Source: an optimization exercise on an open RTL-to-GDS flow (aim: a short achievable clock period and few clock cycles per item). Production flows keep margins and buffers that such runs may drop. Only simulation tests tie the RTL to the original design; equivalence was not proved. Power and IR drop assume default switching activity.

==> inputs of wip/indigo <==
## irrx
module irrx (
    input  wire        clk,
    input  wire        rst,
    input  wire        cmd_valid,
    output wire        cmd_ready,
    input  wire [31:0] cmd_data,
    output reg         rsp_valid,
    output reg  [31:0] rsp_data,
    output reg         mem_en,
    output reg         mem_we,
    output reg  [15:0] mem_addr,
    output reg  [7:0]  mem_wdata,
    input  wire [7:0]  mem_rdata
);
Settings: LEC_CHECK=0, CAP_MARGIN=30, CORE_MARGIN=2, CORE_UTILIZATION=60, SLEW_MARGIN=30; clock period 10.0 ns.
standard.sh (not shown) runs the stock make flow with config.mk's settings and CLKGATE_MAP_FILE= SYNTH_SCRIPT=/design/flow/synth_recipe.tcl, a recipe that flattens the netlist after the stock synthesis.
==> flow/flow/run.sh <==
#!/bin/bash
# The standard layout, with timing repair aiming further below the clock period.
set -euo pipefail
bash standard.sh SETUP_SLACK_MARGIN=7.3 finish > standard_make.log 2>&1
==> wip/amber: changes against wip/indigo <==
--- a/flow/design.v
+++ b/flow/design.v
@@ -404,16 +404,15 @@
             init_last <= ev_init;
             lead_last <= ev_lead;
             mem_en    <= 1'b1;
             mem_we    <= pop | direct;
             g3        <= ~rd_s0 & ~wq_any & ~s2_wr;
-            if (~(wqv[0] & wqv[1])) begin
+            if (push) begin
                 wqa[wqw] <= s2_wa;
                 wqd[wqw] <= s2_wd;
+                wqw      <= ~wqw;
             end
-            if (push)
-                wqw <= ~wqw;
             if (pop)
                 wqr <= ~wqr;
             wqv[0] <= (push & ~wqw) | (wqv[0] & ~(pop & ~wqr));
             wqv[1] <= (push &  wqw) | (wqv[1] & ~(pop &  wqr));
             rdy    <= ~(push | (wq_any & ~(pop & ~(wqv[0] & wqv[1]))));
==> summary.txt <==
Power
  – Power, Total: 10,400 uW
  – Psw: 2560 uW
  – Max VDD drop: 0.180 mV

Critical path
  – Crit Reg-Reg Startpoint: nxhot[4]$_SDFFCE_PN0P_
  – Required @ worst endpoint: 10,470 ps

Cells and area
  – Register area: 0.0298 mm2
  – Nets@finish: 6,120
  – Count of non-CTS inverters in the layout: 157

Detailed routing
  – WL met3: 45,400 um
  – TritonRoute pass-1 iters: 11

Yosys
  – Simple-gate share of the synthesized area: 0.133
  – Synth area leaders: edfxtp_1 39%, dfxtp_1 12%, a22oi_1 4.2%
  – Register area share after synthesis: 0.511

GRT
  – Grt met1 use: 0.611

Outcome
  – Status: complete, no violations

Placed design
  – Place WS: 5180 ps

Floorplan
  – Starting density of the core: 0.608
The numbers above come from wip/amber.

==> summary.txt <==
Outcome
  – Status: complete, no violations

Critical path
  – Required @ worst endpoint: 10,640 ps
  – Crit Reg-Reg Startpoint: cand[9]$_SDFFCE_PN0P_

Floorplan
  – Starting density of the core: 0.606

Cells and area
  – Count of non-CTS inverters in the layout: 155
  – Nets@finish: 6,136
  – Register area: 0.0298 mm2

Detailed routing
  – WL met3: 45,400 um
  – TritonRoute pass-1 iters: 14

Yosys
  – Register area share after synthesis: 0.514
  – Synth area leaders: edfxtp_1 39%, dfxtp_1 12%, xnor2_1 4.3%

Power
  – Max VDD drop: 0.163 mV
The numbers above come from wip/indigo.

Testbench counts of wip/indigo, summed over its fixed seeds: cycles 28,694, commands 28,374.
Testbench counts of wip/amber, summed over its fixed seeds: cycles 28,694, commands 28,374.

* * *

==> inputs of run D <==
RTL: one of the versions met above, not the one the previous note started from.
clock: 10.0 ns
lec_check: 0
cap_margin: 30
core_margin: 2
core_utilization: 65
slew_margin: 30
Scripts as last shown in full above: flow/flow/run.sh
==> run Z: changes against run D <==
Settings changed: CAP_MARGIN 30 to 20, SLEW_MARGIN 30 to 20.
==> results.toml <==
[pwr]
powerDensity_nw_per_um2 = 142
switchingPower_mw = 2.51
p_seq_frac = 0.496

[layout]
fin_nets = 6041
buffers = 679

[global_routing]
antenna_found_initial = 19
grt_use_total = 0.519

[sta]
slew_viol_final = 0

[route]
avgViaCountPerCell = 7.81
drtPass1Iterations = 17

[place]
placedCellCount = 6420

[run_status]
status = "finished clean"
-- figures above: run D

==> results.toml <==
[run_status]
status = "failed layout checks"
so.violations = "max-capacitance violations, max-slew violations"

[layout]
buffers = 700

[pwr]
p_seq_frac = 0.493
switchingPower_mw = 2.54
powerDensity_nw_per_um2 = 143

[sta]
slew_viol_final = 4

[route]
avgViaCountPerCell = 7.81
drtPass1Iterations = 12
remaining_drc_errors = 0

[global_routing]
antenna_found_initial = 17
grt_use_total = 0.526

[hold_path]
hp-start = "capm8_1[11]"

[run]
cap_violations = 1

[place]
placedCellCount = 6419
-- figures above: run Z

Testbench counts of run D, summed over its fixed seeds: cycles 28,694, commands 28,374.
Testbench counts of run Z, summed over its fixed seeds: cycles 28,694, commands 28,374.

static timing again, ports no longer ideal:
No port has a modelled driver above. Below, the same layouts with a new extraction and two added sets of constraints.
Step 1, drivers: a clkbuf_16 drives clk and a buf_2 each remaining input, both assumed.
Step 2, shift: input delay + t, output delay - t, t = (earliest + latest rising clock arrival at the registers) / 2. This alone moves slack from input paths to output paths.
Slacks: ideal / step 1 / step 2; pairs: ideal / step 1.
run	shift t [ns]	setup slack, ns	worst setup path after step 2	worst register clock-pin slew, ns	worst data-port slew with drivers (ns)
wip/indigo	0.813	6.721 / 6.673 / 6.284	input to register	0.07 / 0.07	0.25
wip/amber	0.834	6.717 / 6.680 / 5.917	input to register	0.07 / 0.07	0.08
run D	0.812	6.625 / 6.664 / 5.854	input to register	0.07 / 0.07	0.07
run Z	0.805	6.671 / 6.690 / 5.901	input to register	0.08 / 0.08	0.10
For wip/amber, which loses most, drivers alone change the setup slack by -0.037 ns; drivers and shift together by -0.800 ns.
